From an optimization exercise on the open Yosys and OpenROAD flow, aimed at small area and a short achievable clock period; shortcuts taken in it are not production practice.
No functional check of the RTL was part of any run shown here.
No activity file was given, so power comes from the tool's default toggle rates.

==> design.v <==
module chk4_accum (
    input  wire        clk,
    input  wire        rst,         
    input  wire        init,        
    input  wire [2:0]  in_cnt,      
    input  wire [31:0] in_data,     
    output wire [31:0] chk_value,
    output wire [31:0] byte_count
);
    reg [18:0] ra;
    reg [19:0] rb;
    reg [15:0] ri;
    reg [31:0] bc;
    wire z  = rst | init;              
    wire nz = ~z;
    wire c4 = in_cnt[2] & ~rst;        
    wire c1 = in_cnt[0] & ~in_cnt[2] & ~rst;
    wire c2 = in_cnt[1] & ~in_cnt[2] & ~rst;
    wire h1 = c1 & ~c2;
    wire h2 = c2 & ~c1;
    wire h3 = c1 & c2;
    wire h4 = c4;
    wire h13 = c1;
    wire h23 = c2;
    wire h24 = h2 | h4;
    wire h34 = h3 | h4;
    wire e1 = h1 | h2 | h3 | h4;       
    wire e2 = h2 | h3 | h4;
    wire e3 = h3 | h4;
    wire e4 = h4;
    wire [2:0] k = {c4, c2, c1};
    wire g1 = h1 & nz;
    wire g2 = h2 & nz;
    wire g3 = h3 & nz;
    wire g4 = h4 & nz;
    wire g13 = h13 & nz;
    wire g23 = h23 & nz;
    wire g34 = h34 & nz;
    wire [3:0] ca = h4 ? (z ? 4'd10 : 4'd6) :
                    h3 ? (z ? 4'd6  : 4'd3) :
                    h2 ? (z ? 4'd3  : 4'd1) :
                    h1 ? (z ? 4'd1  : 4'd0) : 4'd0;
    wire [4:0] cb = h4 ? (z ? 5'd21 : 5'd10) :
                    h3 ? (z ? 5'd11 : 5'd4)  :
                    h2 ? (z ? 5'd5  : 5'd1)  :
                    h1 ? (z ? 5'd2  : 5'd0)  : (z ? 5'd1 : 5'd0);
    wire fa1, fa2;
    chk4_ha ufa1 (.a(ra[0]), .b(ra[16]), .s(fa1), .co(fa2));
    wire fa3, fa4;
    chk4_fa ufa3 (.a(ra[1]), .b(ra[16]), .c(ra[17]), .s(fa3), .co(fa4));
    wire fa5, fa6;
    chk4_ha ufa5 (.a(fa2), .b(fa3), .s(fa5), .co(fa6));
    wire fa7, fa8;
    chk4_fa ufa7 (.a(ra[2]), .b(ra[16]), .c(ra[17]), .s(fa7), .co(fa8));
    wire fa9, fa10;
    chk4_fa ufa9 (.a(ra[18]), .b(fa4), .c(fa7), .s(fa9), .co(fa10));
    wire fa11, fa12;
    chk4_ha ufa11 (.a(fa6), .b(fa9), .s(fa11), .co(fa12));
    wire fa13, fa14;
    chk4_fa ufa13 (.a(ra[3]), .b(ra[17]), .c(ra[18]), .s(fa13), .co(fa14));
    wire fa15, fa16;
    chk4_fa ufa15 (.a(fa8), .b(fa13), .c(fa10), .s(fa15), .co(fa16));
    wire fa17, fa18;
    chk4_ha ufa17 (.a(fa12), .b(fa15), .s(fa17), .co(fa18));
    wire fa19, fa20;
    chk4_fa ufa19 (.a(ra[4]), .b(ra[16]), .c(ra[18]), .s(fa19), .co(fa20));
    wire fa21, fa22;
    chk4_fa ufa21 (.a(fa14), .b(fa19), .c(fa16), .s(fa21), .co(fa22));
    wire fa23, fa24;
    chk4_ha ufa23 (.a(fa18), .b(fa21), .s(fa23), .co(fa24));
    wire fa25, fa26;
    chk4_fa ufa25 (.a(ra[5]), .b(ra[17]), .c(fa20), .s(fa25), .co(fa26));
    wire fa27, fa28;
    chk4_fa ufa27 (.a(fa25), .b(fa22), .c(fa24), .s(fa27), .co(fa28));
    wire fa29, fa30;
    chk4_fa ufa29 (.a(ra[6]), .b(ra[18]), .c(fa26), .s(fa29), .co(fa30));
    wire fa31, fa32;
    chk4_ha ufa31 (.a(fa28), .b(fa29), .s(fa31), .co(fa32));
    wire fa33, fa34;
    chk4_fa ufa33 (.a(ra[7]), .b(fa30), .c(fa32), .s(fa33), .co(fa34));
    wire fa35, fa36;
    chk4_ha ufa35 (.a(ra[8]), .b(fa34), .s(fa35), .co(fa36));
    wire fa37, fa38;
    chk4_ha ufa37 (.a(ra[9]), .b(fa36), .s(fa37), .co(fa38));
    wire fa39, fa40;
    chk4_ha ufa39 (.a(ra[10]), .b(fa38), .s(fa39), .co(fa40));
    wire fa41, fa42;
    chk4_ha ufa41 (.a(ra[11]), .b(fa40), .s(fa41), .co(fa42));
    wire fa43, fa44;
    chk4_ha ufa43 (.a(ra[12]), .b(fa42), .s(fa43), .co(fa44));
    wire fa45, fa46;
    chk4_ha ufa45 (.a(ra[13]), .b(fa44), .s(fa45), .co(fa46));
    wire fa47, fa48;
    chk4_ha ufa47 (.a(ra[14]), .b(fa46), .s(fa47), .co(fa48));
    wire fa49, fa50;
    chk4_ha ufa49 (.a(ra[15]), .b(fa48), .s(fa49), .co(fa50));
    wire [16:0] far = {fa50, fa49, fa47, fa45, fa43, fa41, fa39, fa37, fa35, fa33, fa31, fa27, fa23, fa17, fa11, fa5, fa1};
    wire fb1, fb2;
    chk4_ha ufb1 (.a(rb[0]), .b(rb[16]), .s(fb1), .co(fb2));
    wire fb3, fb4;
    chk4_fa ufb3 (.a(rb[1]), .b(rb[16]), .c(rb[17]), .s(fb3), .co(fb4));
    wire fb5, fb6;
    chk4_ha ufb5 (.a(fb2), .b(fb3), .s(fb5), .co(fb6));
    wire fb7, fb8;
    chk4_fa ufb7 (.a(rb[2]), .b(rb[16]), .c(rb[17]), .s(fb7), .co(fb8));
    wire fb9, fb10;
    chk4_fa ufb9 (.a(rb[18]), .b(fb4), .c(fb7), .s(fb9), .co(fb10));
    wire fb11, fb12;
    chk4_ha ufb11 (.a(fb6), .b(fb9), .s(fb11), .co(fb12));
    wire fb13, fb14;
    chk4_fa ufb13 (.a(rb[3]), .b(rb[17]), .c(rb[18]), .s(fb13), .co(fb14));
    wire fb15, fb16;
    chk4_fa ufb15 (.a(rb[19]), .b(fb8), .c(fb13), .s(fb15), .co(fb16));
    wire fb17, fb18;
    chk4_fa ufb17 (.a(fb10), .b(fb15), .c(fb12), .s(fb17), .co(fb18));
    wire fb19, fb20;
    chk4_fa ufb19 (.a(rb[4]), .b(rb[16]), .c(rb[18]), .s(fb19), .co(fb20));
    wire fb21, fb22;
    chk4_fa ufb21 (.a(rb[19]), .b(fb14), .c(fb19), .s(fb21), .co(fb22));
    wire fb23, fb24;
    chk4_fa ufb23 (.a(fb16), .b(fb21), .c(fb18), .s(fb23), .co(fb24));
    wire fb25, fb26;
    chk4_fa ufb25 (.a(rb[5]), .b(rb[17]), .c(rb[19]), .s(fb25), .co(fb26));
    wire fb27, fb28;
    chk4_fa ufb27 (.a(fb20), .b(fb25), .c(fb22), .s(fb27), .co(fb28));
    wire fb29, fb30;
    chk4_ha ufb29 (.a(fb24), .b(fb27), .s(fb29), .co(fb30));
    wire fb31, fb32;
    chk4_fa ufb31 (.a(rb[6]), .b(rb[18]), .c(fb26), .s(fb31), .co(fb32));
    wire fb33, fb34;
    chk4_fa ufb33 (.a(fb31), .b(fb28), .c(fb30), .s(fb33), .co(fb34));
    wire fb35, fb36;
    chk4_fa ufb35 (.a(rb[7]), .b(rb[19]), .c(fb32), .s(fb35), .co(fb36));
    wire fb37, fb38;
    chk4_ha ufb37 (.a(fb34), .b(fb35), .s(fb37), .co(fb38));
    wire fb39, fb40;
    chk4_fa ufb39 (.a(rb[8]), .b(fb36), .c(fb38), .s(fb39), .co(fb40));
    wire fb41, fb42;
    chk4_ha ufb41 (.a(rb[9]), .b(fb40), .s(fb41), .co(fb42));
    wire fb43, fb44;
    chk4_ha ufb43 (.a(rb[10]), .b(fb42), .s(fb43), .co(fb44));
    wire fb45, fb46;
    chk4_ha ufb45 (.a(rb[11]), .b(fb44), .s(fb45), .co(fb46));
    wire fb47, fb48;
    chk4_ha ufb47 (.a(rb[12]), .b(fb46), .s(fb47), .co(fb48));
    wire fb49, fb50;
    chk4_ha ufb49 (.a(rb[13]), .b(fb48), .s(fb49), .co(fb50));
    wire fb51, fb52;
    chk4_ha ufb51 (.a(rb[14]), .b(fb50), .s(fb51), .co(fb52));
    wire fb53, fb54;
    chk4_ha ufb53 (.a(rb[15]), .b(fb52), .s(fb53), .co(fb54));
    wire [16:0] fbr = {fb54, fb53, fb51, fb49, fb47, fb45, fb43, fb41, fb39, fb37, fb33, fb29, fb23, fb17, fb11, fb5, fb1};
    wire xa1, xa2;
    chk4_fa uxa1 (.a((nz & far[0])), .b((g13 & ri[0])), .c(ca[0]), .s(xa1), .co(xa2));
    wire xa3, xa4;
    chk4_fa uxa3 (.a((e1 & in_data[0])), .b((e2 & in_data[8])), .c((e3 & in_data[16])), .s(xa3), .co(xa4));
    wire xa5, xa6;
    chk4_fa uxa5 (.a((e4 & in_data[24])), .b(xa1), .c(xa3), .s(xa5), .co(xa6));
    wire xa7, xa8;
    chk4_fa uxa7 (.a((nz & far[1])), .b(((g23 & ri[0]))), .c((g13 & ri[1])), .s(xa7), .co(xa8));
    wire xa9, xa10;
    chk4_fa uxa9 (.a(ca[1]), .b((e1 & in_data[1])), .c((e2 & in_data[9])), .s(xa9), .co(xa10));
    wire xa11, xa12;
    chk4_fa uxa11 (.a((e3 & in_data[17])), .b((e4 & in_data[25])), .c(xa2), .s(xa11), .co(xa12));
    wire xa13, xa14;
    chk4_fa uxa13 (.a(xa4), .b(xa7), .c(xa9), .s(xa13), .co(xa14));
    wire xa15, xa16;
    chk4_fa uxa15 (.a(xa6), .b(xa11), .c(xa13), .s(xa15), .co(xa16));
    wire xa17, xa18;
    chk4_fa uxa17 (.a((nz & far[2])), .b(((g23 & ri[1]) | (g4 & ri[0]))), .c((g13 & ri[2])), .s(xa17), .co(xa18));
    wire xa19, xa20;
    chk4_fa uxa19 (.a(ca[2]), .b((e1 & in_data[2])), .c((e2 & in_data[10])), .s(xa19), .co(xa20));
    wire xa21, xa22;
    chk4_fa uxa21 (.a((e3 & in_data[18])), .b((e4 & in_data[26])), .c(xa8), .s(xa21), .co(xa22));
    wire xa23, xa24;
    chk4_fa uxa23 (.a(xa10), .b(xa17), .c(xa19), .s(xa23), .co(xa24));
    wire xa25, xa26;
    chk4_fa uxa25 (.a(xa12), .b(xa14), .c(xa21), .s(xa25), .co(xa26));
    wire xa27, xa28;
    chk4_fa uxa27 (.a(xa23), .b(xa16), .c(xa25), .s(xa27), .co(xa28));
    wire xa29, xa30;
    chk4_fa uxa29 (.a((nz & far[3])), .b(((g23 & ri[2]) | (g4 & ri[1]))), .c((g13 & ri[3])), .s(xa29), .co(xa30));
    wire xa31, xa32;
    chk4_fa uxa31 (.a(ca[3]), .b((e1 & in_data[3])), .c((e2 & in_data[11])), .s(xa31), .co(xa32));
    wire xa33, xa34;
    chk4_fa uxa33 (.a((e3 & in_data[19])), .b((e4 & in_data[27])), .c(xa18), .s(xa33), .co(xa34));
    wire xa35, xa36;
    chk4_fa uxa35 (.a(xa20), .b(xa29), .c(xa31), .s(xa35), .co(xa36));
    wire xa37, xa38;
    chk4_fa uxa37 (.a(xa22), .b(xa24), .c(xa33), .s(xa37), .co(xa38));
    wire xa39, xa40;
    chk4_fa uxa39 (.a(xa35), .b(xa26), .c(xa37), .s(xa39), .co(xa40));
    wire xa41, xa42;
    chk4_ha uxa41 (.a(xa28), .b(xa39), .s(xa41), .co(xa42));
    wire xa43, xa44;
    chk4_fa uxa43 (.a((nz & far[4])), .b(((g23 & ri[3]) | (g4 & ri[2]))), .c((g13 & ri[4])), .s(xa43), .co(xa44));
    wire xa45, xa46;
    chk4_fa uxa45 (.a((e1 & in_data[4])), .b((e2 & in_data[12])), .c((e3 & in_data[20])), .s(xa45), .co(xa46));
    wire xa47, xa48;
    chk4_fa uxa47 (.a((e4 & in_data[28])), .b(xa30), .c(xa32), .s(xa47), .co(xa48));
    wire xa49, xa50;
    chk4_fa uxa49 (.a(xa43), .b(xa45), .c(xa34), .s(xa49), .co(xa50));
    wire xa51, xa52;
    chk4_fa uxa51 (.a(xa36), .b(xa47), .c(xa38), .s(xa51), .co(xa52));
    wire xa53, xa54;
    chk4_fa uxa53 (.a(xa49), .b(xa40), .c(xa51), .s(xa53), .co(xa54));
    wire xa55, xa56;
    chk4_ha uxa55 (.a(xa42), .b(xa53), .s(xa55), .co(xa56));
    wire xa57, xa58;
    chk4_fa uxa57 (.a((nz & far[5])), .b(((g23 & ri[4]) | (g4 & ri[3]))), .c((g13 & ri[5])), .s(xa57), .co(xa58));
    wire xa59, xa60;
    chk4_fa uxa59 (.a((e1 & in_data[5])), .b((e2 & in_data[13])), .c((e3 & in_data[21])), .s(xa59), .co(xa60));
    wire xa61, xa62;
    chk4_fa uxa61 (.a((e4 & in_data[29])), .b(xa44), .c(xa46), .s(xa61), .co(xa62));
    wire xa63, xa64;
    chk4_fa uxa63 (.a(xa57), .b(xa59), .c(xa48), .s(xa63), .co(xa64));
    wire xa65, xa66;
    chk4_fa uxa65 (.a(xa61), .b(xa50), .c(xa63), .s(xa65), .co(xa66));
    wire xa67, xa68;
    chk4_fa uxa67 (.a(xa52), .b(xa65), .c(xa54), .s(xa67), .co(xa68));
    wire xa69, xa70;
    chk4_ha uxa69 (.a(xa56), .b(xa67), .s(xa69), .co(xa70));
    wire xa71, xa72;
    chk4_fa uxa71 (.a((nz & far[6])), .b(((g23 & ri[5]) | (g4 & ri[4]))), .c((g13 & ri[6])), .s(xa71), .co(xa72));
    wire xa73, xa74;
    chk4_fa uxa73 (.a((e1 & in_data[6])), .b((e2 & in_data[14])), .c((e3 & in_data[22])), .s(xa73), .co(xa74));
    wire xa75, xa76;
    chk4_fa uxa75 (.a((e4 & in_data[30])), .b(xa58), .c(xa60), .s(xa75), .co(xa76));
    wire xa77, xa78;
    chk4_fa uxa77 (.a(xa71), .b(xa73), .c(xa62), .s(xa77), .co(xa78));
    wire xa79, xa80;
    chk4_fa uxa79 (.a(xa75), .b(xa64), .c(xa77), .s(xa79), .co(xa80));
    wire xa81, xa82;
    chk4_fa uxa81 (.a(xa66), .b(xa79), .c(xa68), .s(xa81), .co(xa82));
    wire xa83, xa84;
    chk4_ha uxa83 (.a(xa70), .b(xa81), .s(xa83), .co(xa84));
    wire xa85, xa86;
    chk4_fa uxa85 (.a((nz & far[7])), .b(((g23 & ri[6]) | (g4 & ri[5]))), .c((g13 & ri[7])), .s(xa85), .co(xa86));
    wire xa87, xa88;
    chk4_fa uxa87 (.a((e1 & in_data[7])), .b((e2 & in_data[15])), .c((e3 & in_data[23])), .s(xa87), .co(xa88));
    wire xa89, xa90;
    chk4_fa uxa89 (.a((e4 & in_data[31])), .b(xa72), .c(xa74), .s(xa89), .co(xa90));
    wire xa91, xa92;
    chk4_fa uxa91 (.a(xa85), .b(xa87), .c(xa76), .s(xa91), .co(xa92));
    wire xa93, xa94;
    chk4_fa uxa93 (.a(xa89), .b(xa78), .c(xa91), .s(xa93), .co(xa94));
    wire xa95, xa96;
    chk4_fa uxa95 (.a(xa80), .b(xa93), .c(xa82), .s(xa95), .co(xa96));
    wire xa97, xa98;
    chk4_ha uxa97 (.a(xa84), .b(xa95), .s(xa97), .co(xa98));
    wire xa99, xa100;
    chk4_fa uxa99 (.a((nz & far[8])), .b(((g23 & ri[7]) | (g4 & ri[6]))), .c((g13 & ri[8])), .s(xa99), .co(xa100));
    wire xa101, xa102;
    chk4_fa uxa101 (.a(xa86), .b(xa88), .c(xa99), .s(xa101), .co(xa102));
    wire xa103, xa104;
    chk4_fa uxa103 (.a(xa90), .b(xa101), .c(xa92), .s(xa103), .co(xa104));
    wire xa105, xa106;
    chk4_fa uxa105 (.a(xa94), .b(xa103), .c(xa96), .s(xa105), .co(xa106));
    wire xa107, xa108;
    chk4_ha uxa107 (.a(xa98), .b(xa105), .s(xa107), .co(xa108));
    wire xa109, xa110;
    chk4_fa uxa109 (.a((nz & far[9])), .b(((g23 & ri[8]) | (g4 & ri[7]))), .c((g13 & ri[9])), .s(xa109), .co(xa110));
    wire xa111, xa112;
    chk4_fa uxa111 (.a(xa100), .b(xa109), .c(xa102), .s(xa111), .co(xa112));
    wire xa113, xa114;
    chk4_fa uxa113 (.a(xa111), .b(xa104), .c(xa106), .s(xa113), .co(xa114));
    wire xa115, xa116;
    chk4_ha uxa115 (.a(xa108), .b(xa113), .s(xa115), .co(xa116));
    wire xa117, xa118;
    chk4_fa uxa117 (.a((nz & far[10])), .b(((g23 & ri[9]) | (g4 & ri[8]))), .c((g13 & ri[10])), .s(xa117), .co(xa118));
    wire xa119, xa120;
    chk4_fa uxa119 (.a(xa110), .b(xa117), .c(xa112), .s(xa119), .co(xa120));
    wire xa121, xa122;
    chk4_fa uxa121 (.a(xa119), .b(xa114), .c(xa116), .s(xa121), .co(xa122));
    wire xa123, xa124;
    chk4_fa uxa123 (.a((nz & far[11])), .b(((g23 & ri[10]) | (g4 & ri[9]))), .c((g13 & ri[11])), .s(xa123), .co(xa124));
    wire xa125, xa126;
    chk4_fa uxa125 (.a(xa118), .b(xa123), .c(xa120), .s(xa125), .co(xa126));
    wire xa127, xa128;
    chk4_ha uxa127 (.a(xa122), .b(xa125), .s(xa127), .co(xa128));
    wire xa129, xa130;
    chk4_fa uxa129 (.a((nz & far[12])), .b(((g23 & ri[11]) | (g4 & ri[10]))), .c((g13 & ri[12])), .s(xa129), .co(xa130));
    wire xa131, xa132;
    chk4_fa uxa131 (.a(xa124), .b(xa129), .c(xa126), .s(xa131), .co(xa132));
    wire xa133, xa134;
    chk4_ha uxa133 (.a(xa128), .b(xa131), .s(xa133), .co(xa134));
    wire xa135, xa136;
    chk4_fa uxa135 (.a((nz & far[13])), .b(((g23 & ri[12]) | (g4 & ri[11]))), .c((g13 & ri[13])), .s(xa135), .co(xa136));
    wire xa137, xa138;
    chk4_fa uxa137 (.a(xa130), .b(xa135), .c(xa132), .s(xa137), .co(xa138));
    wire xa139, xa140;
    chk4_ha uxa139 (.a(xa134), .b(xa137), .s(xa139), .co(xa140));
    wire xa141, xa142;
    chk4_fa uxa141 (.a((nz & far[14])), .b(((g23 & ri[13]) | (g4 & ri[12]))), .c((g13 & ri[14])), .s(xa141), .co(xa142));
    wire xa143, xa144;
    chk4_fa uxa143 (.a(xa136), .b(xa141), .c(xa138), .s(xa143), .co(xa144));
    wire xa145, xa146;
    chk4_ha uxa145 (.a(xa140), .b(xa143), .s(xa145), .co(xa146));
    wire xa147, xa148;
    chk4_fa uxa147 (.a((nz & far[15])), .b(((g23 & ri[14]) | (g4 & ri[13]))), .c((g13 & ri[15])), .s(xa147), .co(xa148));
    wire xa149, xa150;
    chk4_fa uxa149 (.a(xa142), .b(xa147), .c(xa144), .s(xa149), .co(xa150));
    wire xa151, xa152;
    chk4_ha uxa151 (.a(xa146), .b(xa149), .s(xa151), .co(xa152));
    wire xa153, xa154;
    chk4_fa uxa153 (.a((nz & far[16])), .b(((g23 & ri[15]) | (g4 & ri[14]))), .c(xa148), .s(xa153), .co(xa154));
    wire xa155, xa156;
    chk4_fa uxa155 (.a(xa153), .b(xa150), .c(xa152), .s(xa155), .co(xa156));
    wire xa157, xa158;
    chk4_fa uxa157 (.a(((g4 & ri[15]))), .b(xa154), .c(xa156), .s(xa157), .co(xa158));
    wire [18:0] sa = {xa158, xa157, xa155, xa151, xa145, xa139, xa133, xa127, xa121, xa115, xa107, xa97, xa83, xa69, xa55, xa41, xa27, xa15, xa5};
    wire xb1, xb2;
    chk4_fa uxb1 (.a((nz & fbr[0])), .b((g13 & far[0])), .c(((g1 & ri[0]))), .s(xb1), .co(xb2));
    wire xb3, xb4;
    chk4_fa uxb3 (.a(((g2 & ri[0]))), .b(cb[0]), .c(((h1 & in_data[0]))), .s(xb3), .co(xb4));
    wire xb5, xb6;
    chk4_fa uxb5 (.a(((h2 & in_data[8]))), .b(((h3 & in_data[0]) | (h4 & in_data[8]))), .c(((h3 & in_data[16]))), .s(xb5), .co(xb6));
    wire xb7, xb8;
    chk4_fa uxb7 (.a((h4 & in_data[24])), .b(xb1), .c(xb3), .s(xb7), .co(xb8));
    wire xb9, xb10;
    chk4_ha uxb9 (.a(xb5), .b(xb7), .s(xb9), .co(xb10));
    wire xb11, xb12;
    chk4_fa uxb11 (.a((nz & fbr[1])), .b(((g23 & far[0]))), .c((g13 & far[1])), .s(xb11), .co(xb12));
    wire xb13, xb14;
    chk4_fa uxb13 (.a(((g1 & ri[1]) | (g2 & ri[0]))), .b(((g2 & ri[1]) | (g34 & ri[0]))), .c(cb[1]), .s(xb13), .co(xb14));
    wire xb15, xb16;
    chk4_fa uxb15 (.a(((h1 & in_data[1]) | (h23 & in_data[0]))), .b(((h2 & in_data[9]) | (h34 & in_data[8]))), .c(((h3 & in_data[1]) | (h4 & in_data[9]))), .s(xb15), .co(xb16));
    wire xb17, xb18;
    chk4_fa uxb17 (.a(((h3 & in_data[17]) | (h4 & in_data[16]))), .b((h4 & in_data[25])), .c(xb2), .s(xb17), .co(xb18));
    wire xb19, xb20;
    chk4_fa uxb19 (.a(xb4), .b(xb6), .c(xb11), .s(xb19), .co(xb20));
    wire xb21, xb22;
    chk4_fa uxb21 (.a(xb13), .b(xb15), .c(xb8), .s(xb21), .co(xb22));
    wire xb23, xb24;
    chk4_fa uxb23 (.a(xb17), .b(xb19), .c(xb10), .s(xb23), .co(xb24));
    wire xb25, xb26;
    chk4_ha uxb25 (.a(xb21), .b(xb23), .s(xb25), .co(xb26));
    wire xb27, xb28;
    chk4_fa uxb27 (.a((nz & fbr[2])), .b(((g23 & far[1]) | (g4 & far[0]))), .c((g13 & far[2])), .s(xb27), .co(xb28));
    wire xb29, xb30;
    chk4_fa uxb29 (.a(((g1 & ri[2]) | (g2 & ri[1]) | (g3 & ri[0]))), .b(((g2 & ri[2]) | (g34 & ri[1]))), .c(cb[2]), .s(xb29), .co(xb30));
    wire xb31, xb32;
    chk4_fa uxb31 (.a(((h1 & in_data[2]) | (h23 & in_data[1]) | (h4 & in_data[0]))), .b(((h2 & in_data[10]) | (h34 & in_data[9]))), .c(((h3 & in_data[2]) | (h4 & in_data[10]))), .s(xb31), .co(xb32));
    wire xb33, xb34;
    chk4_fa uxb33 (.a(((h3 & in_data[18]) | (h4 & in_data[17]))), .b((h4 & in_data[26])), .c(xb12), .s(xb33), .co(xb34));
    wire xb35, xb36;
    chk4_fa uxb35 (.a(xb14), .b(xb16), .c(xb27), .s(xb35), .co(xb36));
    wire xb37, xb38;
    chk4_fa uxb37 (.a(xb29), .b(xb31), .c(xb18), .s(xb37), .co(xb38));
    wire xb39, xb40;
    chk4_fa uxb39 (.a(xb20), .b(xb33), .c(xb35), .s(xb39), .co(xb40));
    wire xb41, xb42;
    chk4_fa uxb41 (.a(xb22), .b(xb37), .c(xb39), .s(xb41), .co(xb42));
    wire xb43, xb44;
    chk4_fa uxb43 (.a(xb24), .b(xb41), .c(xb26), .s(xb43), .co(xb44));
    wire xb45, xb46;
    chk4_fa uxb45 (.a((nz & fbr[3])), .b(((g23 & far[2]) | (g4 & far[1]))), .c((g13 & far[3])), .s(xb45), .co(xb46));
    wire xb47, xb48;
    chk4_fa uxb47 (.a(((g1 & ri[3]) | (g2 & ri[2]) | (g3 & ri[1]) | (g4 & ri[0]))), .b(((g2 & ri[3]) | (g34 & ri[2]))), .c(cb[3]), .s(xb47), .co(xb48));
    wire xb49, xb50;
    chk4_fa uxb49 (.a(((h1 & in_data[3]) | (h23 & in_data[2]) | (h4 & in_data[1]))), .b(((h2 & in_data[11]) | (h34 & in_data[10]))), .c(((h3 & in_data[3]) | (h4 & in_data[11]))), .s(xb49), .co(xb50));
    wire xb51, xb52;
    chk4_fa uxb51 (.a(((h3 & in_data[19]) | (h4 & in_data[18]))), .b((h4 & in_data[27])), .c(xb28), .s(xb51), .co(xb52));
    wire xb53, xb54;
    chk4_fa uxb53 (.a(xb30), .b(xb32), .c(xb45), .s(xb53), .co(xb54));
    wire xb55, xb56;
    chk4_fa uxb55 (.a(xb47), .b(xb49), .c(xb34), .s(xb55), .co(xb56));
    wire xb57, xb58;
    chk4_fa uxb57 (.a(xb36), .b(xb51), .c(xb53), .s(xb57), .co(xb58));
    wire xb59, xb60;
    chk4_fa uxb59 (.a(xb38), .b(xb55), .c(xb40), .s(xb59), .co(xb60));
    wire xb61, xb62;
    chk4_fa uxb61 (.a(xb57), .b(xb42), .c(xb59), .s(xb61), .co(xb62));
    wire xb63, xb64;
    chk4_ha uxb63 (.a(xb44), .b(xb61), .s(xb63), .co(xb64));
    wire xb65, xb66;
    chk4_fa uxb65 (.a((nz & fbr[4])), .b(((g23 & far[3]) | (g4 & far[2]))), .c((g13 & far[4])), .s(xb65), .co(xb66));
    wire xb67, xb68;
    chk4_fa uxb67 (.a(((g1 & ri[4]) | (g2 & ri[3]) | (g3 & ri[2]) | (g4 & ri[1]))), .b(((g2 & ri[4]) | (g34 & ri[3]))), .c(cb[4]), .s(xb67), .co(xb68));
    wire xb69, xb70;
    chk4_fa uxb69 (.a(((h1 & in_data[4]) | (h23 & in_data[3]) | (h4 & in_data[2]))), .b(((h2 & in_data[12]) | (h34 & in_data[11]))), .c(((h3 & in_data[4]) | (h4 & in_data[12]))), .s(xb69), .co(xb70));
    wire xb71, xb72;
    chk4_fa uxb71 (.a(((h3 & in_data[20]) | (h4 & in_data[19]))), .b((h4 & in_data[28])), .c(xb46), .s(xb71), .co(xb72));
    wire xb73, xb74;
    chk4_fa uxb73 (.a(xb48), .b(xb50), .c(xb65), .s(xb73), .co(xb74));
    wire xb75, xb76;
    chk4_fa uxb75 (.a(xb67), .b(xb69), .c(xb52), .s(xb75), .co(xb76));
    wire xb77, xb78;
    chk4_fa uxb77 (.a(xb54), .b(xb71), .c(xb73), .s(xb77), .co(xb78));
    wire xb79, xb80;
    chk4_fa uxb79 (.a(xb56), .b(xb75), .c(xb58), .s(xb79), .co(xb80));
    wire xb81, xb82;
    chk4_fa uxb81 (.a(xb77), .b(xb60), .c(xb79), .s(xb81), .co(xb82));
    wire xb83, xb84;
    chk4_fa uxb83 (.a(xb62), .b(xb81), .c(xb64), .s(xb83), .co(xb84));
    wire xb85, xb86;
    chk4_fa uxb85 (.a((nz & fbr[5])), .b(((g23 & far[4]) | (g4 & far[3]))), .c((g13 & far[5])), .s(xb85), .co(xb86));
    wire xb87, xb88;
    chk4_fa uxb87 (.a(((g1 & ri[5]) | (g2 & ri[4]) | (g3 & ri[3]) | (g4 & ri[2]))), .b(((g2 & ri[5]) | (g34 & ri[4]))), .c(((h1 & in_data[5]) | (h23 & in_data[4]) | (h4 & in_data[3]))), .s(xb87), .co(xb88));
    wire xb89, xb90;
    chk4_fa uxb89 (.a(((h2 & in_data[13]) | (h34 & in_data[12]))), .b(((h3 & in_data[5]) | (h4 & in_data[13]))), .c(((h3 & in_data[21]) | (h4 & in_data[20]))), .s(xb89), .co(xb90));
    wire xb91, xb92;
    chk4_fa uxb91 (.a((h4 & in_data[29])), .b(xb66), .c(xb68), .s(xb91), .co(xb92));
    wire xb93, xb94;
    chk4_fa uxb93 (.a(xb70), .b(xb85), .c(xb87), .s(xb93), .co(xb94));
    wire xb95, xb96;
    chk4_fa uxb95 (.a(xb89), .b(xb72), .c(xb74), .s(xb95), .co(xb96));
    wire xb97, xb98;
    chk4_fa uxb97 (.a(xb91), .b(xb93), .c(xb76), .s(xb97), .co(xb98));
    wire xb99, xb100;
    chk4_fa uxb99 (.a(xb78), .b(xb95), .c(xb97), .s(xb99), .co(xb100));
    wire xb101, xb102;
    chk4_fa uxb101 (.a(xb80), .b(xb99), .c(xb82), .s(xb101), .co(xb102));
    wire xb103, xb104;
    chk4_ha uxb103 (.a(xb84), .b(xb101), .s(xb103), .co(xb104));
    wire xb105, xb106;
    chk4_fa uxb105 (.a((nz & fbr[6])), .b(((g23 & far[5]) | (g4 & far[4]))), .c((g13 & far[6])), .s(xb105), .co(xb106));
    wire xb107, xb108;
    chk4_fa uxb107 (.a(((g1 & ri[6]) | (g2 & ri[5]) | (g3 & ri[4]) | (g4 & ri[3]))), .b(((g2 & ri[6]) | (g34 & ri[5]))), .c(((h1 & in_data[6]) | (h23 & in_data[5]) | (h4 & in_data[4]))), .s(xb107), .co(xb108));
    wire xb109, xb110;
    chk4_fa uxb109 (.a(((h2 & in_data[14]) | (h34 & in_data[13]))), .b(((h3 & in_data[6]) | (h4 & in_data[14]))), .c(((h3 & in_data[22]) | (h4 & in_data[21]))), .s(xb109), .co(xb110));
    wire xb111, xb112;
    chk4_fa uxb111 (.a((h4 & in_data[30])), .b(xb86), .c(xb88), .s(xb111), .co(xb112));
    wire xb113, xb114;
    chk4_fa uxb113 (.a(xb90), .b(xb105), .c(xb107), .s(xb113), .co(xb114));
    wire xb115, xb116;
    chk4_fa uxb115 (.a(xb109), .b(xb92), .c(xb94), .s(xb115), .co(xb116));
    wire xb117, xb118;
    chk4_fa uxb117 (.a(xb111), .b(xb113), .c(xb96), .s(xb117), .co(xb118));
    wire xb119, xb120;
    chk4_fa uxb119 (.a(xb115), .b(xb98), .c(xb117), .s(xb119), .co(xb120));
    wire xb121, xb122;
    chk4_fa uxb121 (.a(xb100), .b(xb119), .c(xb102), .s(xb121), .co(xb122));
    wire xb123, xb124;
    chk4_ha uxb123 (.a(xb104), .b(xb121), .s(xb123), .co(xb124));
    wire xb125, xb126;
    chk4_fa uxb125 (.a((nz & fbr[7])), .b(((g23 & far[6]) | (g4 & far[5]))), .c((g13 & far[7])), .s(xb125), .co(xb126));
    wire xb127, xb128;
    chk4_fa uxb127 (.a(((g1 & ri[7]) | (g2 & ri[6]) | (g3 & ri[5]) | (g4 & ri[4]))), .b(((g2 & ri[7]) | (g34 & ri[6]))), .c(((h1 & in_data[7]) | (h23 & in_data[6]) | (h4 & in_data[5]))), .s(xb127), .co(xb128));
    wire xb129, xb130;
    chk4_fa uxb129 (.a(((h2 & in_data[15]) | (h34 & in_data[14]))), .b(((h3 & in_data[7]) | (h4 & in_data[15]))), .c(((h3 & in_data[23]) | (h4 & in_data[22]))), .s(xb129), .co(xb130));
    wire xb131, xb132;
    chk4_fa uxb131 (.a((h4 & in_data[31])), .b(xb106), .c(xb108), .s(xb131), .co(xb132));
    wire xb133, xb134;
    chk4_fa uxb133 (.a(xb110), .b(xb125), .c(xb127), .s(xb133), .co(xb134));
    wire xb135, xb136;
    chk4_fa uxb135 (.a(xb129), .b(xb112), .c(xb114), .s(xb135), .co(xb136));
    wire xb137, xb138;
    chk4_fa uxb137 (.a(xb131), .b(xb133), .c(xb116), .s(xb137), .co(xb138));
    wire xb139, xb140;
    chk4_fa uxb139 (.a(xb135), .b(xb118), .c(xb137), .s(xb139), .co(xb140));
    wire xb141, xb142;
    chk4_fa uxb141 (.a(xb120), .b(xb139), .c(xb122), .s(xb141), .co(xb142));
    wire xb143, xb144;
    chk4_ha uxb143 (.a(xb124), .b(xb141), .s(xb143), .co(xb144));
    wire xb145, xb146;
    chk4_fa uxb145 (.a((nz & fbr[8])), .b(((g23 & far[7]) | (g4 & far[6]))), .c((g13 & far[8])), .s(xb145), .co(xb146));
    wire xb147, xb148;
    chk4_fa uxb147 (.a(((g1 & ri[8]) | (g2 & ri[7]) | (g3 & ri[6]) | (g4 & ri[5]))), .b(((g2 & ri[8]) | (g34 & ri[7]))), .c(((h23 & in_data[7]) | (h4 & in_data[6]))), .s(xb147), .co(xb148));
    wire xb149, xb150;
    chk4_fa uxb149 (.a(((h34 & in_data[15]))), .b(((h4 & in_data[23]))), .c(xb126), .s(xb149), .co(xb150));
    wire xb151, xb152;
    chk4_fa uxb151 (.a(xb128), .b(xb130), .c(xb145), .s(xb151), .co(xb152));
    wire xb153, xb154;
    chk4_fa uxb153 (.a(xb147), .b(xb132), .c(xb134), .s(xb153), .co(xb154));
    wire xb155, xb156;
    chk4_fa uxb155 (.a(xb149), .b(xb151), .c(xb136), .s(xb155), .co(xb156));
    wire xb157, xb158;
    chk4_fa uxb157 (.a(xb153), .b(xb138), .c(xb155), .s(xb157), .co(xb158));
    wire xb159, xb160;
    chk4_fa uxb159 (.a(xb140), .b(xb157), .c(xb142), .s(xb159), .co(xb160));
    wire xb161, xb162;
    chk4_ha uxb161 (.a(xb144), .b(xb159), .s(xb161), .co(xb162));
    wire xb163, xb164;
    chk4_fa uxb163 (.a((nz & fbr[9])), .b(((g23 & far[8]) | (g4 & far[7]))), .c((g13 & far[9])), .s(xb163), .co(xb164));
    wire xb165, xb166;
    chk4_fa uxb165 (.a(((g1 & ri[9]) | (g2 & ri[8]) | (g3 & ri[7]) | (g4 & ri[6]))), .b(((g2 & ri[9]) | (g34 & ri[8]))), .c(((h4 & in_data[7]))), .s(xb165), .co(xb166));
    wire xb167, xb168;
    chk4_fa uxb167 (.a(xb146), .b(xb148), .c(xb163), .s(xb167), .co(xb168));
    wire xb169, xb170;
    chk4_fa uxb169 (.a(xb165), .b(xb150), .c(xb152), .s(xb169), .co(xb170));
    wire xb171, xb172;
    chk4_fa uxb171 (.a(xb167), .b(xb154), .c(xb169), .s(xb171), .co(xb172));
    wire xb173, xb174;
    chk4_fa uxb173 (.a(xb156), .b(xb171), .c(xb158), .s(xb173), .co(xb174));
    wire xb175, xb176;
    chk4_fa uxb175 (.a(xb173), .b(xb160), .c(xb162), .s(xb175), .co(xb176));
    wire xb177, xb178;
    chk4_fa uxb177 (.a((nz & fbr[10])), .b(((g23 & far[9]) | (g4 & far[8]))), .c((g13 & far[10])), .s(xb177), .co(xb178));
    wire xb179, xb180;
    chk4_fa uxb179 (.a(((g1 & ri[10]) | (g2 & ri[9]) | (g3 & ri[8]) | (g4 & ri[7]))), .b(((g2 & ri[10]) | (g34 & ri[9]))), .c(xb164), .s(xb179), .co(xb180));
    wire xb181, xb182;
    chk4_fa uxb181 (.a(xb166), .b(xb177), .c(xb168), .s(xb181), .co(xb182));
    wire xb183, xb184;
    chk4_fa uxb183 (.a(xb179), .b(xb170), .c(xb181), .s(xb183), .co(xb184));
    wire xb185, xb186;
    chk4_fa uxb185 (.a(xb172), .b(xb183), .c(xb174), .s(xb185), .co(xb186));
    wire xb187, xb188;
    chk4_ha uxb187 (.a(xb176), .b(xb185), .s(xb187), .co(xb188));
    wire xb189, xb190;
    chk4_fa uxb189 (.a((nz & fbr[11])), .b(((g23 & far[10]) | (g4 & far[9]))), .c((g13 & far[11])), .s(xb189), .co(xb190));
    wire xb191, xb192;
    chk4_fa uxb191 (.a(((g1 & ri[11]) | (g2 & ri[10]) | (g3 & ri[9]) | (g4 & ri[8]))), .b(((g2 & ri[11]) | (g34 & ri[10]))), .c(xb178), .s(xb191), .co(xb192));
    wire xb193, xb194;
    chk4_fa uxb193 (.a(xb189), .b(xb180), .c(xb191), .s(xb193), .co(xb194));
    wire xb195, xb196;
    chk4_fa uxb195 (.a(xb182), .b(xb193), .c(xb184), .s(xb195), .co(xb196));
    wire xb197, xb198;
    chk4_fa uxb197 (.a(xb195), .b(xb186), .c(xb188), .s(xb197), .co(xb198));
    wire xb199, xb200;
    chk4_fa uxb199 (.a((nz & fbr[12])), .b(((g23 & far[11]) | (g4 & far[10]))), .c((g13 & far[12])), .s(xb199), .co(xb200));
    wire xb201, xb202;
    chk4_fa uxb201 (.a(((g1 & ri[12]) | (g2 & ri[11]) | (g3 & ri[10]) | (g4 & ri[9]))), .b(((g2 & ri[12]) | (g34 & ri[11]))), .c(xb190), .s(xb201), .co(xb202));
    wire xb203, xb204;
    chk4_fa uxb203 (.a(xb199), .b(xb192), .c(xb201), .s(xb203), .co(xb204));
    wire xb205, xb206;
    chk4_fa uxb205 (.a(xb194), .b(xb203), .c(xb196), .s(xb205), .co(xb206));
    wire xb207, xb208;
    chk4_ha uxb207 (.a(xb198), .b(xb205), .s(xb207), .co(xb208));
    wire xb209, xb210;
    chk4_fa uxb209 (.a((nz & fbr[13])), .b(((g23 & far[12]) | (g4 & far[11]))), .c((g13 & far[13])), .s(xb209), .co(xb210));
    wire xb211, xb212;
    chk4_fa uxb211 (.a(((g1 & ri[13]) | (g2 & ri[12]) | (g3 & ri[11]) | (g4 & ri[10]))), .b(((g2 & ri[13]) | (g34 & ri[12]))), .c(xb200), .s(xb211), .co(xb212));
    wire xb213, xb214;
    chk4_fa uxb213 (.a(xb209), .b(xb202), .c(xb211), .s(xb213), .co(xb214));
    wire xb215, xb216;
    chk4_fa uxb215 (.a(xb204), .b(xb213), .c(xb206), .s(xb215), .co(xb216));
    wire xb217, xb218;
    chk4_ha uxb217 (.a(xb208), .b(xb215), .s(xb217), .co(xb218));
    wire xb219, xb220;
    chk4_fa uxb219 (.a((nz & fbr[14])), .b(((g23 & far[13]) | (g4 & far[12]))), .c((g13 & far[14])), .s(xb219), .co(xb220));
    wire xb221, xb222;
    chk4_fa uxb221 (.a(((g1 & ri[14]) | (g2 & ri[13]) | (g3 & ri[12]) | (g4 & ri[11]))), .b(((g2 & ri[14]) | (g34 & ri[13]))), .c(xb210), .s(xb221), .co(xb222));
    wire xb223, xb224;
    chk4_fa uxb223 (.a(xb219), .b(xb212), .c(xb221), .s(xb223), .co(xb224));
    wire xb225, xb226;
    chk4_fa uxb225 (.a(xb214), .b(xb223), .c(xb216), .s(xb225), .co(xb226));
    wire xb227, xb228;
    chk4_ha uxb227 (.a(xb218), .b(xb225), .s(xb227), .co(xb228));
    wire xb229, xb230;
    chk4_fa uxb229 (.a((nz & fbr[15])), .b(((g23 & far[14]) | (g4 & far[13]))), .c((g13 & far[15])), .s(xb229), .co(xb230));
    wire xb231, xb232;
    chk4_fa uxb231 (.a(((g1 & ri[15]) | (g2 & ri[14]) | (g3 & ri[13]) | (g4 & ri[12]))), .b(((g2 & ri[15]) | (g34 & ri[14]))), .c(xb220), .s(xb231), .co(xb232));
    wire xb233, xb234;
    chk4_fa uxb233 (.a(xb229), .b(xb222), .c(xb231), .s(xb233), .co(xb234));
    wire xb235, xb236;
    chk4_fa uxb235 (.a(xb224), .b(xb233), .c(xb226), .s(xb235), .co(xb236));
    wire xb237, xb238;
    chk4_ha uxb237 (.a(xb228), .b(xb235), .s(xb237), .co(xb238));
    wire xb239, xb240;
    chk4_fa uxb239 (.a((nz & fbr[16])), .b(((g23 & far[15]) | (g4 & far[14]))), .c((g13 & far[16])), .s(xb239), .co(xb240));
    wire xb241, xb242;
    chk4_fa uxb241 (.a(((g2 & ri[15]) | (g3 & ri[14]) | (g4 & ri[13]))), .b(((g34 & ri[15]))), .c(xb230), .s(xb241), .co(xb242));
    wire xb243, xb244;
    chk4_fa uxb243 (.a(xb239), .b(xb232), .c(xb241), .s(xb243), .co(xb244));
    wire xb245, xb246;
    chk4_fa uxb245 (.a(xb234), .b(xb243), .c(xb236), .s(xb245), .co(xb246));
    wire xb247, xb248;
    chk4_ha uxb247 (.a(xb238), .b(xb245), .s(xb247), .co(xb248));
    wire xb249, xb250;
    chk4_fa uxb249 (.a(((g23 & far[16]) | (g4 & far[15]))), .b(((g3 & ri[15]) | (g4 & ri[14]))), .c(xb240), .s(xb249), .co(xb250));
    wire xb251, xb252;
    chk4_fa uxb251 (.a(xb242), .b(xb249), .c(xb244), .s(xb251), .co(xb252));
    wire xb253, xb254;
    chk4_fa uxb253 (.a(xb251), .b(xb246), .c(xb248), .s(xb253), .co(xb254));
    wire xb255, xb256;
    chk4_fa uxb255 (.a(((g4 & far[16]))), .b(((g4 & ri[15]))), .c(xb250), .s(xb255), .co(xb256));
    wire xb257, xb258;
    chk4_fa uxb257 (.a(xb255), .b(xb252), .c(xb254), .s(xb257), .co(xb258));
    wire xb259, xb260;
    chk4_ha uxb259 (.a(xb256), .b(xb258), .s(xb259), .co(xb260));
    wire [19:0] sb = {xb259, xb257, xb253, xb247, xb237, xb227, xb217, xb207, xb197, xb187, xb175, xb161, xb143, xb123, xb103, xb83, xb63, xb43, xb25, xb9};
    wire [15:0] i0 = z ? 16'd1 : ri;
    wire [16:0] si = {1'b0, i0} + {14'd0, k};
    wire [15:0] ni = si[16] ? {11'd0, si[4:0] + 5'd23} : si[15:0];
    wire ga = far[16] | ((&far[15:5]) & (far[4:0] >= 5'd9));
    wire gb = fbr[16] | ((&fbr[15:5]) & (fbr[4:0] >= 5'd9));
    wire [10:0] ta = {1'b0, far[9:0]} + 11'd23;
    wire [10:0] tb = {1'b0, fbr[9:0]} + 11'd23;
    wire [15:0] oa = ga ? {6'd0, ta[9:0]} : far[15:0];
    wire [15:0] ob = gb ? {6'd0, tb[9:0]} : fbr[15:0];
    assign chk_value  = {oa, ob};
    assign byte_count = bc;
    always @(posedge clk) begin
        ra <= sa;
        rb <= sb;
        ri <= ni;
        bc <= (z ? 32'd0 : bc) + {29'd0, k};
    end
endmodule
module chk4_fa (input wire a, input wire b, input wire c, output wire s, output wire co);
    assign s  = a ^ b ^ c;
    assign co = (a & b) | (a & c) | (b & c);
endmodule
module chk4_ha (input wire a, input wire b, output wire s, output wire co);
    assign s  = a ^ b;
    assign co = a & b;
endmodule
==> run.sh <==
#!/bin/bash
# synth_recipe.tcl (not shown) runs the flow's synth.tcl, then flattens the netlist and writes it again
# the make line also repeats each setting of config.mk as NAME=value (left out here)
make -C /OpenROAD-flow-scripts/flow DESIGN_CONFIG=/design/flow/config.mk WORK_HOME=/design/flow/orfs CLKGATE_MAP_FILE= SYNTH_SCRIPT=/design/flow/synth_recipe.tcl finish
==> config.mk <==
export PLATFORM = sky130hd
export DESIGN_NAME = chk4_accum
export DESIGN_NICKNAME = chk4_accum
export VERILOG_FILES = /design/flow/design.v
export SDC_FILE = /design/flow/constraint.sdc
export NUM_CORES = 4
export LEC_CHECK = 0
export CAP_MARGIN = 20
export CORE_MARGIN = 2
export CORE_UTILIZATION = 40
export SLEW_MARGIN = 20
export SYNTH_HIERARCHICAL = 1
export SYNTH_MINIMUM_KEEP_SIZE = 0
==> constraint.sdc <==
create_clock -name core_clock -period 28.0 [get_ports {clk}]
set_input_delay 5.6000 -clock core_clock [delete_from_list [all_inputs] [get_ports {clk}]]
set_output_delay 5.6000 -clock core_clock [all_outputs]
set_load 0.01 [all_outputs]
==> results of run 1 <==
final timing paths:
path                                     start        endpoint  cells after the start
worst max-delay path                 in_cnt[2]  rb[19]$_DFF_P_                     29
worst min-delay path            bc[31]$_DFF_P_  bc[31]$_DFF_P_                      2
worst max register to register  ra[16]$_DFF_P_  rb[19]$_DFF_P_                     27
worst min register to register  bc[31]$_DFF_P_  bc[31]$_DFF_P_                      2
state kept, by name (all words and copies together) (netlist names):
| name | count |
|---|---|
| bc | 32 |
| ra | 19 |
| ri | 16 |
| rb | 20 |
cells in the final DEF, fill, tap and decap left out, types with 5 or more instances in the layout:
cell and n:
xnor2_1 26, dfxtp_1 87, a222oi_1 17, mux2i_1 8
fa_1 209, mux2_2 12, ha_1 62, and3_1 11
o22ai_1 5, inv_1 21, nor3_1 10, buf_4 10
nand2_1 47, clkbuf_16 9, o21ai_0 24, a21oi_1 18
nor2_1 81, xor2_1 29, a22o_1 51, and2_1 107
or3_1 10, a22oi_1 20, nand3_1 21, nor2b_1 15
nand4_1 12, clkdlybuf4s50_1 101
cell usage after synthesis (all sizes together) (11+ instances only):
| cell type | count | area (um2) |
|---|---|---|
| dfxtp | 87 | 1742 |
| nor3 | 12 | 70.07 |
| xor2 | 29 | 254.0 |
| nor2b | 17 | 106.4 |
| a222oi | 17 | 170.2 |
| inv | 21 | 78.83 |
| o21ai | 25 | 125.1 |
| ha | 62 | 775.7 |
| nand2 | 47 | 176.4 |
| nand4 | 12 | 75.07 |
| xnor2 | 26 | 227.7 |
| clkbuf | 58 | 217.7 |
| mux2 | 12 | 135.1 |
| fa | 209 | 4184 |
| and2 | 107 | 669.4 |
| and3 | 11 | 68.82 |
| a21oi | 20 | 103.9 |
| a22o | 51 | 446.7 |
| a22oi | 20 | 150.1 |
| nand3 | 21 | 105.1 |
| nor2 | 84 | 320.3 |
layer usage:
| metal | vias to the layer above | global-route usage [%] |
|---|---|---|
| met3 | 36 | 2.993 |
| li1 | 3625 | - |
| met4 | 0 | 6.409 |
| met2 | 224 | 35.78 |
| met1 | 4004 | 29.60 |
| met5 | - | 0 |
per-module statistics from Yosys, one instance, submodules excluded:
| module | cell area [um2] | times used |
|---|---|---|
| chk4_ha | 12.51 | 52 |
| chk4_fa | 20.02 | 209 |
| chk4_accum | 6018 | 1 |
metrics by stage:
step / instances / area, um2
2_1_floorplan: 1025 / 10850
3_3_place_gp: 1409 / 12090
3_5_place_dp: 1409 / 12090
4_1_cts: 1425 / 12430
5_1_grt: 1425 / 12430
6_report: 1425 / 12430
kinds of logic after synthesis:
family,synth area share [%]
multiplexers,1.983
flip-flops,16.05
AO/OA/AOI/OAI,11.37
AND/OR/NAND/NOR,16.99
buffers and inverters,3.378
XOR/XNOR,4.439
adder cells (fa/ha/maj),45.79
final cells by class:
| type | instances | area (um2) | area share (%) |
|---|---|---|---|
| clock buffers | 9 | 225.2 | 1.812 |
| clock inverters | 7 | 106.4 | 0.8556 |
| inverters | 21 | 78.83 | 0.6342 |
| multi-input cells | 849 | 8765 | 70.52 |
| flip-flops and latches | 87 | 1742 | 14.01 |
| well taps | 341 | 426.7 | 3.433 |
| repair buffers | 111 | 1086 | 8.738 |
power breakdown:
group	internal, mW	switching (mW)	total (mW)
clock network	0.0795	0.0594	0.139
logic	0.141	0.173	0.314
registers	0.144	0.0112	0.155
total	0.364	0.244	0.608
critical path, delay by kind of cell:
family / cells / cell delay [ps]
AO/OA/AOI/OAI: 2 / 260
adder cells (fa/ha/maj): 21 / 6700
buffers and inverters: 2 / 1350
AND/OR/NAND/NOR: 4 / 1580
==> key figures, run 1 <==
Detailed routing
  – Post-DRT Antenna Nets: 0
  – 1st-iter DRT viols: 614
  – Pre-antenna DRT Iters: 8
  – Detailed-route via count: 7889
  – Uppermost layer routed: met4
  – DRC Markers: 0
  – Metal3 WL: 1194 um
  – Final WL: 29320 um
  – WL met2: 14480 um
  – Vias per inst: 5.536
  – WL per Instance: 20.57 um
  – Post-Route M1 WL: 12870 um

Clock tree
  – CTS sink cnt: 87
  – Clock Latency Late Sink: 360 ps
  – H-tree levels: 3
  – Setup bufs post-CTS: 0
  – CTS tree: done
  – TritonCTS Buffers: 9
  – Cts hold-fix bufs: 0
  – Post_cts resized: 0
  – Longest Clk Path Bufs: 2
  – Reg clk slew, reported paths: 80 ps
  – CTS root buffer: clkbuf_16

Critical path
  – Most frequent CP cell: fa_1
  – Register-to-Register Setup Slack: 17580 ps
  – Critical path launch point type: input pin
  – Largest fanout on the critical path: 33
  – Critical path class: in -> reg
  – Crit path DAT: 15530 ps
  – Worst path required time: 28240 ps
  – CP max stage cell: clkdlybuf4s50_1
  – Crit-path max cell delay: 970 ps
  – Critical Path End Type: flip-flop

Final layout
  – Post-layout util: 46.38%
  – Fillers: 2508
  – ANT cells: 0
  – Final net count: 1388
  – Area grow syn2layout: 14.53%
  – Layout cells sized above 1: 5.166%

STA
  – Worst slew margin: 28.77%
  – Slew @ Worst Pin: 1065 ps
  – Fmax: 65.41 MHz
  – Hold_ws: 481.7 ps
  – Final setup fails: 0
  – Min Tclk post-route: 15290 ps
  – Setup Skew: 12.71 ps
  – Fin crit share: 54.60%
  – Setup_tns: 0 ps
  – Unrepaired setup endpoints after global routing: false
  – Max-slew violations: 0
  – Post-route setup slack: 12710 ps
  – Endpoints failing hold: 0

Worst hold path
  – Hold Crit Class: reg -> reg

Flow run
  – Max_cap viols: 0

Floorplanning
  – Die Y: 168.7 um
  – Die X-Extent: 168.7 um
  – Number of core rows: 60
  – I/O pin count: 102
  – Core area: 0.02680 mm2
  – Die area: 0.02847 mm2
  – Initial Utilization: 40.49%

Outcome
  – Status: no timing/DRC/antenna violations

Power
  – Pwr dens: 48.92 mW/mm2
  – Pleak: 5.582 nW
  – Worst VDD drop: 0.03388 mV
  – Power, Total: 608.1 uW

Place
  – # port buffers: 101
  – Pre-CTS setup slack: 12390 ps
  – Routability cong.: 0.8587
  – Hpwl dp: 23060 um

Global routing
  – Initial antenna violation count: 0
  – Gr usage total: 21.59%
  – Largest net degree at the start of global routing: 64
  – Vias in the first global route: 8201
  – Total global routing overflow: 0
  – First-pass GRT wire length: 47460 um

Synthesis
  – Cell count after synthesis: 1025
  – Unique masters post-synth: 59
  – Syn Std Cell Area: 0.01085 mm2
  – Async SR Flop Fraction: 0%
  – Syn Nets: 1334
  – EDFF count, synth: 0
  – Sequential area share after synthesis: 16.05%
  – Post-Syn Area per Cell: 10.59 um2
  – Top FF cell, synth: dfxtp_1
  – YS warnings: 7
  – Yosys reg bits: 87
==> run 2: changes to the inputs <==
--- a/config.mk
+++ b/config.mk
@@ -9,3 +9,4 @@
 export CORE_MARGIN = 2
-export CORE_UTILIZATION = 40
+export CORE_UTILIZATION = 65
+export CTS_BUF_LIST = sky130_fd_sc_hd__clkbuf_4 sky130_fd_sc_hd__clkbuf_8
 export SLEW_MARGIN = 20
==> run 2 against run 1 <==
Fmax grew 0.46%. Register-to-register slack got worse by 20 ps. Setup slack improved by 70 ps. Largest cell class unchanged. Core utilization is 27 points higher. Via count is 3.6% higher. Sequential share of layout area grew 0.32 points. Die area is 38% lower. Area after synthesis stayed put.
==> key figures, run 2 <==
Power
  – Pwr dens: 47.58 mW/mm2 (was 48.92 mW/mm2)
  – Power, Total: 578.2 uW (was 608.1 uW)
  – Pleak: 5.527 nW (was 5.582 nW)
  – Worst VDD drop: 0.03766 mV (was 0.03388 mV)

Final layout
  – Non-Filler Instances: 1303 (was 1425)
  – Top Registers: bc: 32 flops, rb: 20 flops, ra: 19 flops (unchanged)
  – Max FFs per register: 32 (unchanged)
  – ANT cells: 0 (unchanged)
  – Commonest non-fill, non-tap cell in the layout: fa_1 (unchanged)
  – Layout cells sized above 1: 4.986% (was 5.166%)
  – Area grow syn2layout: 11.98% (was 14.53%)
  – Final net count: 1387 (was 1388)
  – Largest register by flop count: bc (unchanged)
  – Commonest cells after routing, fill and taps aside: fa_1, and2_1, clkdlybuf4s50_1, dfxtp_1, nor2_1 (unchanged)

Synthesis
  – Synth top cells by count: fa_1, and2_1, dfxtp_1 (unchanged)
  – Sequential area share after synthesis: 16.05% (unchanged)
  – Async SR Flop Fraction: 0% (unchanged)
  – Post-Syn Area per Cell: 10.59 um2 (unchanged)
  – Yosys top cell by area: fa_1 (unchanged)
  – Cell count after synthesis: 1025 (unchanged)
  – Syn Nets: 1334 (unchanged)
  – YS warnings: 7 (unchanged)
  – Top cell type's share of synthesized area: 38.55% (unchanged)
  – Unique masters post-synth: 59 (unchanged)
  – Top FF cell, synth: dfxtp_1 (unchanged)
  – Synth top area cells: fa_1, dfxtp_1, ha_1 (unchanged)
  – Yosys reg bits: 87 (unchanged)
  – EDFF count, synth: 0 (unchanged)
  – Top-count cell post-synth: fa_1 (unchanged)
  – Syn Std Cell Area: 0.01085 mm2 (unchanged)

Critical path
  – Reg-to-Reg Start: ra[17]$_DFF_P_ (was ra[16]$_DFF_P_)
  – Critical path class: in -> reg (unchanged)
  – Largest fanout on the critical path: 28 (was 33)
  – Worst flop-to-flop path endpoint: rb[19]$_DFF_P_ (unchanged)
  – Crit path DAT: 15500 ps (was 15530 ps)
  – Register-to-Register Setup Slack: 17560 ps (was 17580 ps)
  – Critical Path End Type: flip-flop (unchanged)
  – Worst path required time: 28290 ps (was 28240 ps)
  – Critical path launch point type: input pin (unchanged)
  – FF-to-FF path depth: 27 (unchanged)

Detailed routing
  – 1st-iter DRT viols: 755 (was 614)
  – Pre-antenna DRT Iters: 9 (was 8)
  – Vias per inst: 6.270 (was 5.536)
  – Detailed-route via count: 8170 (was 7889)
  – WL per Instance: 21.50 um (was 20.57 um)
  – Post-DRT Antenna Nets: 0 (unchanged)
  – Final WL: 28010 um (was 29320 um)
  – DRC Markers: 0 (unchanged)

Clock tree
  – Post_cts resized: 0 (unchanged)
  – CTS tree: done (unchanged)
  – Setup bufs post-CTS: 0 (unchanged)
  – H-tree levels: 3 (unchanged)
  – Longest Clk Path Bufs: 2 (unchanged)
  – Cts hold-fix bufs: 0 (unchanged)
  – CTS root buffer: clkbuf_8 (was clkbuf_16)
  – TritonCTS Buffers: 9 (unchanged)
  – Clock Latency Late Sink: 400 ps (was 360 ps)
  – Reg clk slew, reported paths: 110 ps (was 80 ps)
  – CTS sink cnt: 87 (unchanged)

Floorplanning
  – Die area: 0.01775 mm2 (was 0.02847 mm2)
  – Initial Utilization: 65.91% (was 40.49%)
  – Core area: 0.01647 mm2 (was 0.02680 mm2)
  – I/O pin count: 102 (unchanged)
  – Die Y: 133.2 um (was 168.7 um)
  – Die X-Extent: 133.2 um (was 168.7 um)
  – Number of core rows: 47 (was 60)

Outcome
  – Status: no timing/DRC/antenna violations (unchanged)

Global routing
  – Total global routing overflow: 0 (unchanged)
  – First-pass GRT wire length: 45300 um (was 47460 um)
  – Gr usage total: 33.02% (was 21.59%)
  – Vias in the first global route: 8359 (was 8201)
  – Largest net degree at the start of global routing: 64 (unchanged)
  – Initial antenna violation count: 0 (unchanged)

STA
  – Unrepaired setup endpoints after global routing: false (unchanged)
  – Hold_ws: 489.6 ps (was 481.7 ps)
  – Worst slew margin: 28.41% (was 28.77%)
  – Fmax: 65.71 MHz (was 65.41 MHz)
  – Setup_tns: 0 ps (unchanged)
  – Min Tclk post-route: 15220 ps (was 15290 ps)
  – Endpoints failing hold: 0 (unchanged)
  – Setup Skew: 22.20 ps (was 12.71 ps)
  – Fin crit share: 54.35% (was 54.60%)
  – Max-slew violations: 0 (unchanged)
  – Final setup fails: 0 (unchanged)
  – Slew @ Worst Pin: 1071 ps (was 1065 ps)
  – Post-route setup slack: 12780 ps (was 12710 ps)

Worst hold path
  – Hold Crit Class: reg -> reg (unchanged)
  – Hold depth: 2 (unchanged)
  – Hold Path End: bc[31]$_DFF_P_ (unchanged)
  – Hold Crit Start: bc[31]$_DFF_P_ (unchanged)

Place
  – Routability cong.: 0.8675 (was 0.8587)
  – Hpwl dp: 21670 um (was 23060 um)
  – Placed Instances: 1287 (was 1409)
  – Pre-CTS setup slack: 12470 ps (was 12390 ps)
  – # port buffers: 101 (unchanged)

Flow run
  – Max_cap viols: 0 (unchanged)
run 2: cell counts after synthesis:
No cell type changed its count.
run 2: cell families after synthesis:
family,synth area share (%)
compound gates,11.37
xor+xnor,4.439
fa+ha+maj,45.79
buf+inv,3.378
flops,16.05
mux,1.983
simple gates,16.99
run 2: area by class of cell:
type                            instances  area (um2)
Timing Repair Buffer                  110        1079
Clock buffer                            9       123.9
Tap cell                              220       275.3
Fill cell                            1240        4313
Clock inverter                          7       88.84
Inverter                               21       78.83
Sequential cell                        87        1742
Multi-Input combinational cell        849        8766
run 2: per-module statistics from Yosys, one instance, submodules excluded:
module	area, um2	cells inside	times used	flops+latches
chk4_ha	12.51	1	52	0
chk4_fa	20.02	1	209	0
chk4_accum	6018	764	1	87
run 2: layer usage:
layer | GRT usage (%) | up-vias | wire length [um]
met5 | 0 | - | 0
met4 | 13.53 | 0 | 1121
met3 | 5.746 | 72 | 1677
met2 | 53.17 | 325 | 13710
met1 | 44.98 | 4160 | 11500
li1 | - | 3613 | -
run 2: worst max-delay path by stage:
stage,from,endpoint,slack (ps)
after floorplan,init,rb[19]$_DFF_P_,14370
after global placement,rst,rb[19]$_DFF_P_,12310
after detailed placement,rst,rb[19]$_DFF_P_,12470
after CTS,rst,rb[19]$_DFF_P_,12900
after global routing,rst,rb[19]$_DFF_P_,12270
final,rst,rb[19]$_DFF_P_,12780
run 2: critical path: stages:
cell,delay [ps]
clkdlybuf4s50_1,780
nor2_1,400
and2_1,780
nor2b_4,780
a22oi_1,150
o2bb2ai_1,260
fa_1,240
fa_1,410
fa_1,390
fa_1,450
fa_1,390
fa_1,410
fa_1,390
fa_1,380
fa_1,440
ha_1,210
fa_1,390
ha_1,230
fa_1,370
ha_1,210
ha_1,190
ha_1,190
ha_1,190
ha_1,210
fa_1,400
fa_1,380
ha_1,280
run 2: per-stage QoR:
stage / cell area (um2) / utilization (%)
2_1_floorplan: 10850 / -
3_3_place_gp: 11940 / 72.48
3_5_place_dp: 11940 / 72.52
4_1_cts: 12150 / 73.81
5_1_grt: 12150 / 73.81
6_report: 12150 / 73.81
run 2: power breakdown:
| group | leakage, nW | switching [mW] | total [mW] | internal, mW |
|---|---|---|---|---|
| combinational | 4.71 | 0.177 | 0.321 | 0.144 |
| sequential | 0.710 | 0.0125 | 0.156 | 0.144 |
| clock | 0.109 | 0.0580 | 0.101 | 0.0433 |

==> what the ideal ports hide <==
The results above use ideal ports. As a check the final layouts listed here were re-extracted and re-timed, cells and wires unchanged.
Step 1 sets driving cells, clkbuf_16 on the clock port and buf_2 on the other inputs (assumed; they add their load-dependent delay and slew).
Step 2 adds t to the input delays and takes it off the output delays; t is the mean of the earliest and latest rising clock arrival at the registers after step 1. Input paths then give back, and output paths get back, about the clock's delay inside the block.
Three values: ideal, step 1, step 2; two values: the first two.
run | t (ns) | setup slack, ns | latest minus earliest clock arrival (ns) | worst slew at a driven data input, ns | pins driven straight from the clock port
run 1 | 0.400 | 12.712 / 12.725 / 12.325 | 0.013 / 0.012 | 0.04 | 1
run 2 | 0.430 | 12.782 / 12.799 / 12.369 | 0.023 / 0.022 | 0.04 | 1
After both steps setup and hold are still met in every run listed. The setup slack of run 2, which loses most, moves by +0.017 ns with the drivers and by -0.413 ns with both steps.
